Background: an optimization exercise with open tools, aiming at small area. Do not read the settings as production practice. Only simulation tests tie the RTL to the original design; equivalence was not proved. No driver is modelled on the clock port, so clock power and skew are understated where the tree is cut down; a real chip needs a root buffer or a tree. No activity file was given, so power comes from the tool's default toggle rates.

==> 03-28: inputs <==
Design cmux_rx, start of the top module:
module cmux_rx (
    input             clk,
    input             rst,
    input             in_valid,
    input      [7:0]  in_data,
    output            pay_valid,
    output     [7:0]  pay_data,
    output            rec_valid,
    output     [1:0]  rec_kind,
    output     [31:0] rec_w0,
    output     [31:0] rec_w1
);
==> module cmux_rx, before the edit <==
module cmux_rx (
    input             clk,
    input             rst,
    input             in_valid,
    input      [7:0]  in_data,
    output            pay_valid,
    output     [7:0]  pay_data,
    output            rec_valid,
    output     [1:0]  rec_kind,
    output     [31:0] rec_w0,
    output     [31:0] rec_w1
);
    localparam [7:0] FLAG = 8'hF9;
    function [7:0] crc8_step(input [7:0] x);
        integer k;
        reg [7:0] c;
        begin
            c = x;
            for (k = 0; k < 8; k = k + 1)
                c = c[0] ? ((c >> 1) ^ 8'hE0) : (c >> 1);
            crc8_step = c;
        end
    endfunction
    reg        act;          
    reg        ovf;          
    reg  [7:0] pos;          
    reg  [7:0] addr_n, ctrl_n, len_n;    
    reg  [7:0] last_n;       
    reg  [7:0] crc;
    reg        frame;        
    reg        fok_n;        
    wire       fok = ~fok_n;
    wire [7:0] addr = ~addr_n;
    wire [7:0] ctrl = ~ctrl_n;
    wire [7:0] len  = ~len_n;
    wire [7:0] last = ~last_n;
    wire       v      = in_valid & ~rst;
    wire       flag   = (in_data == FLAG);
    wire       close  = v & flag & act;
    wire [6:0] plen   = len[7:1];
    wire       is_uih = ((ctrl & 8'hEF) == 8'hEF);
    wire       is_hdr = pos[7];
    wire       at_fcs = (pos == {1'b0, plen});
    wire [7:0] cx     = crc ^ in_data;
    wire       enter  = is_hdr & (pos[1:0] == 2'd0);     
    wire [16:0] cnt_inc = {1'b0, ctrl, pos} + 17'd1;
    reg  [2:0] kind_code;
    always @(*) begin
        case (ctrl & 8'hEF)
            8'h2F:   kind_code = 3'd0;
            8'h63:   kind_code = 3'd1;
            8'h0F:   kind_code = 3'd2;
            8'hEF:   kind_code = 3'd3;
            default: kind_code = 3'd4;
        endcase
    end
    wire       short    = (pos == 8'd0) | (is_hdr & (pos[1:0] != 2'd0));
    wire [7:0] code     = short ? 8'h20 : (!len[0] ? 8'h23 : 8'h24);
    assign pay_valid = v & act & ~flag & ~is_hdr & ~at_fcs;
    assign pay_data  = in_data;
    assign rec_valid = close;
    assign rec_kind  = {ovf, ~ovf & ~frame};
    assign rec_w0[31:17] = frame ? {last, plen} : 15'h0;
    assign rec_w0[16]    = frame;            
    assign rec_w0[15:0]  = frame ? {ctrl, addr}
                         : ovf   ? {ctrl, pos}
                         :         {8'h00, code};
    assign rec_w1    = frame ? {1'b0, plen, ~crc, 3'b000, fok, ctrl[4],
                                kind_code, addr[0], addr[1], addr[7:2]}
                     : 32'h0;
    always @(posedge clk) begin
        if (rst)
            act <= 1'b0;
        else if (v && flag)
            act <= ~act;
        if (in_valid) begin
            last_n <= ~in_data;
            fok_n  <= (cx != 8'hFF);
            frame  <= ~flag & ~ovf & len[0] & at_fcs;
            if (!act) begin
                ovf <= 1'b0;
                pos <= 8'hFD;
                crc <= 8'hFF;
            end else begin
                if (is_hdr) begin        
                    addr_n <= ctrl_n;
                    len_n  <= ~in_data;
                end
                if (is_hdr || (!at_fcs && !is_uih))
                    crc <= crc8_step(cx);
                if (!ovf) begin
                    if (is_hdr) ctrl_n <= len_n;
                    if (enter) begin
                        ovf    <= 1'b1;
                        pos    <= 8'h84;
                        ctrl_n <= 8'hFF;
                    end else begin
                        pos    <= pos + 8'd1;
                    end
                end else if (!cnt_inc[16]) begin
                    {ctrl_n, pos} <= {~cnt_inc[15:8], cnt_inc[7:0]};
                end
            end
        end
    end
endmodule
clock: 4.0 ns
lec_check: 0
cap_margin: 10
core_margin: 2
core_utilization: 40
gpl_timing_driven: 0
slew_margin: 10
standard.sh (not shown) runs the stock make flow with config.mk's settings and CLKGATE_MAP_FILE= SYNTH_SCRIPT=/design/flow/synth_recipe.tcl, a recipe that flattens the netlist after the stock synthesis.
==> flow/flow/run.sh <==
#!/bin/bash
# Standard layout (standard.sh), except:
#  - synthesis maps all the logic, adders included, with an area-oriented
#    ABC script (flow/synth.tcl, flow/abc_area.script; no adder cell mapping);
#  - the port buffers use the smallest buffer cell;
#  - buffers ABC may have inserted are removed before placement;
#  - the constant outputs share one tie cell;
#  - the clock gets three clock buffers fed by the clock port instead of an H-tree (flow/cts_one_buffer.tcl).
# Every tool's log stays under orfs/logs/; make's output goes to standard.log.
set -euo pipefail
here=$(pwd)
export FLOW_ABC_SCRIPT=$here/flow/abc_area.script
bash standard.sh SYNTH_SCRIPT=$here/flow/synth.tcl ADDER_MAP_FILE= \
  "BUFFER_PORTS_ARGS=-buffer_cell sky130_fd_sc_hd__buf_1" REMOVE_ABC_BUFFERS=1 \
  PRE_CTS_TCL=$here/flow/cts_one_buffer.tcl SKIP_REPAIR_TIE_FANOUT=1 \
  finish > standard.log 2>&1
==> flow/flow/abc_area.script <==
&get -n
&st
&deepsyn -J 100 -T 120
&dch
&nf -R 1000 -p -C 32
&put
==> flow/flow/cts_one_buffer.tcl <==
# Sourced by ORFS's cts.tcl before clock tree synthesis (PRE_CTS_TCL).
# The design has few registers, so instead of TritonCTS's H-tree (a root
# buffer and four leaf buffers) the clock port drives three clock buffers
# directly, each placed at the centre of the third of the registers it
# clocks (the registers are split into three by x position). Every register
# is one buffer away from the clock port.
rename clock_tree_synthesis __orfs_clock_tree_synthesis
proc clock_tree_synthesis {args} {
  set ngroups 3
  set cell sky130_fd_sc_hd__clkbuf_8
  set block [ord::get_db_block]
  set dbu [$block getDbUnitsPerMicron]
  set clk_net [$block findNet clk]
  set sinks {}
  foreach iterm [$clk_net getITerms] {
    set inst [$iterm getInst]
    set loc [$inst getLocation]
    lappend sinks [list [lindex $loc 0] [lindex $loc 1] \
      "[$inst getName]/[[$iterm getMTerm] getName]"]
  }
  set sinks [lsort -integer -index 0 $sinks]
  set n [llength $sinks]
  for {set g 0} {$g < $ngroups} {incr g} {
    set lo [expr {($g * $n) / $ngroups}]
    set hi [expr {(($g + 1) * $n) / $ngroups - 1}]
    set pins {}
    set sx 0
    set sy 0
    foreach s [lrange $sinks $lo $hi] {
      set sx [expr {$sx + [lindex $s 0]}]
      set sy [expr {$sy + [lindex $s 1]}]
      lappend pins [get_pins [lindex $s 2]]
    }
    set k [llength $pins]
    set x [expr {double($sx) / $k / $dbu}]
    set y [expr {double($sy) / $k / $dbu}]
    puts "Clock: buffer $g ($cell) for $k sinks at ($x, $y) um"
    insert_buffer -buffer_cell $cell -net clk -load_pins $pins \
      -location [list $x $y] -buffer_name clkbuf_$g -net_name clknet_$g
  }
  set_propagated_clock [all_clocks]
}
Other scripts of this flow, unchanged in this note and not shown: flow/flow/synth.tcl
==> 12-22 (differences from 03-28) <==
--- a/flow/design.v
+++ b/flow/design.v
@@ -24,16 +24,11 @@
     reg        act;          
     reg        ovf;          
     reg  [7:0] pos;          
-    reg  [7:0] addr_n, ctrl_n, len_n;    
-    reg  [7:0] last_n;       
+    reg  [7:0] addr, ctrl, len;    
+    reg  [7:0] last;         
     reg  [7:0] crc;
     reg        frame;        
-    reg        fok_n;        
-    wire       fok = ~fok_n;
-    wire [7:0] addr = ~addr_n;
-    wire [7:0] ctrl = ~ctrl_n;
-    wire [7:0] len  = ~len_n;
-    wire [7:0] last = ~last_n;
+    reg        fok;          
     wire       v      = in_valid & ~rst;
     wire       flag   = (in_data == FLAG);
     wire       close  = v & flag & act;
@@ -74,31 +69,29 @@
         else if (v && flag)
             act <= ~act;
         if (in_valid) begin
-            last_n <= ~in_data;
-            fok_n  <= (cx != 8'hFF);
-            frame  <= ~flag & ~ovf & len[0] & at_fcs;
+            last  <= in_data;
+            fok   <= (cx == 8'hFF);
+            frame <= ~flag & ~ovf & len[0] & at_fcs;
             if (!act) begin
                 ovf <= 1'b0;
                 pos <= 8'hFD;
                 crc <= 8'hFF;
             end else begin
-                if (is_hdr) begin        
-                    addr_n <= ctrl_n;
-                    len_n  <= ~in_data;
-                end
+                if (is_hdr && pos[1:0] == 2'd1) addr <= in_data;
+                if (is_hdr && pos[1:0] == 2'd3) len  <= in_data;
                 if (is_hdr || (!at_fcs && !is_uih))
                     crc <= crc8_step(cx);
                 if (!ovf) begin
-                    if (is_hdr) ctrl_n <= len_n;
+                    if (is_hdr && pos[1:0] == 2'd2) ctrl <= in_data;
                     if (enter) begin
-                        ovf    <= 1'b1;
-                        pos    <= 8'h84;
-                        ctrl_n <= 8'hFF;
+                        ovf  <= 1'b1;
+                        pos  <= 8'h84;
+                        ctrl <= 8'h00;
                     end else begin
-                        pos    <= pos + 8'd1;
+                        pos  <= pos + 8'd1;
                     end
                 end else if (!cnt_inc[16]) begin
-                    {ctrl_n, pos} <= {~cnt_inc[15:8], cnt_inc[7:0]};
+                    {ctrl, pos} <= cnt_inc[15:0];
                 end
             end
         end
==> flow/flow/run.sh (replaced) <==
#!/bin/bash
# Standard layout (standard.sh), except:
#  - synthesis maps the logic with an area-oriented ABC script (flow/synth.tcl);
#  - the port buffers use the smallest buffer cell;
#  - buffers ABC may have inserted are removed before placement.
# Every tool's log stays under orfs/logs/; make's output goes to standard.log.
set -euo pipefail
here=$(pwd)
export FLOW_ABC_SCRIPT=$here/flow/abc_area.script
bash standard.sh SYNTH_SCRIPT=$here/flow/synth.tcl \
  "BUFFER_PORTS_ARGS=-buffer_cell sky130_fd_sc_hd__buf_1" REMOVE_ABC_BUFFERS=1 \
  "CTS_ARGS=-sink_clustering_enable -repair_clock_nets -dont_use_dummy_load" \
  finish > standard.log 2>&1
==> flow/flow/abc_area.script (replaced) <==
&get -n
&st
&dch
&nf -R 1000 -p -C 32
&st
&syn3
&dch
&nf -R 1000 -p -C 32
&st
&syn3
&dch
&nf -R 1000 -p -C 32
&st
&syn3
&dch
&nf -R 1000 -p -C 32
&st
&syn3
&dch
&nf -R 1000 -p -C 32
&put
Settings changed: CAP_MARGIN 10 to 20, SLEW_MARGIN 10 to 20.
removed: flow/flow/cts_one_buffer.tcl
==> comparison <==
Clock power: 12-22 is higher than 03-28 (30%).
Clock skew: 12-22 is higher than 03-28 (0.016 ns).
Via count: 03-28 is lower than 12-22 (about 3.6%).
First-iteration DRC count: 03-28 is larger than 12-22 (13%).
Of 12-22 and 03-28, 12-22 has the higher sequential power (gap about 0.7%, measured against 03-28).
Against 12-22, the total power of 03-28 is lower by about 8%.
Of 12-22 and 03-28, 12-22 has the higher design area (gap 8.8%, measured against 03-28).
Register-to-register slack: 12-22 is higher than 03-28 (0.31 ns).
Against 03-28, the utilization of 12-22 is higher by 0.84 points.
In 03-28 the design's own scripts or RTL, not TritonCTS, make the clock network.

afterwards: timing with drivers on the ports:
The flow's constraints put no driver on any port. The routed layouts listed below were extracted and timed again, unchanged, in two steps. Step 1 sets driving cells, clkbuf_16 on the clock port and buf_2 on the other inputs (assumed; they add their load-dependent delay and slew). Step 2, shift: input delay + t, output delay - t, t = (earliest + latest rising clock arrival at the registers) / 2. This alone moves slack from input paths to output paths. a / b / c = ideal ports / drivers / drivers and shift; a / b = the first two.
run	shift t [ns]	slack for setup (ns)	clock arrival spread, ns
03-28	0.205	0.944 / 0.932 / 0.944	0.005 / 0.005
12-22	0.324	0.685 / 0.645 / 0.645	0.021 / 0.021
After both steps every run listed still meets setup and hold. The setup slack of 12-22, which loses most, moves by -0.040 ns with the drivers and by -0.040 ns with both steps.
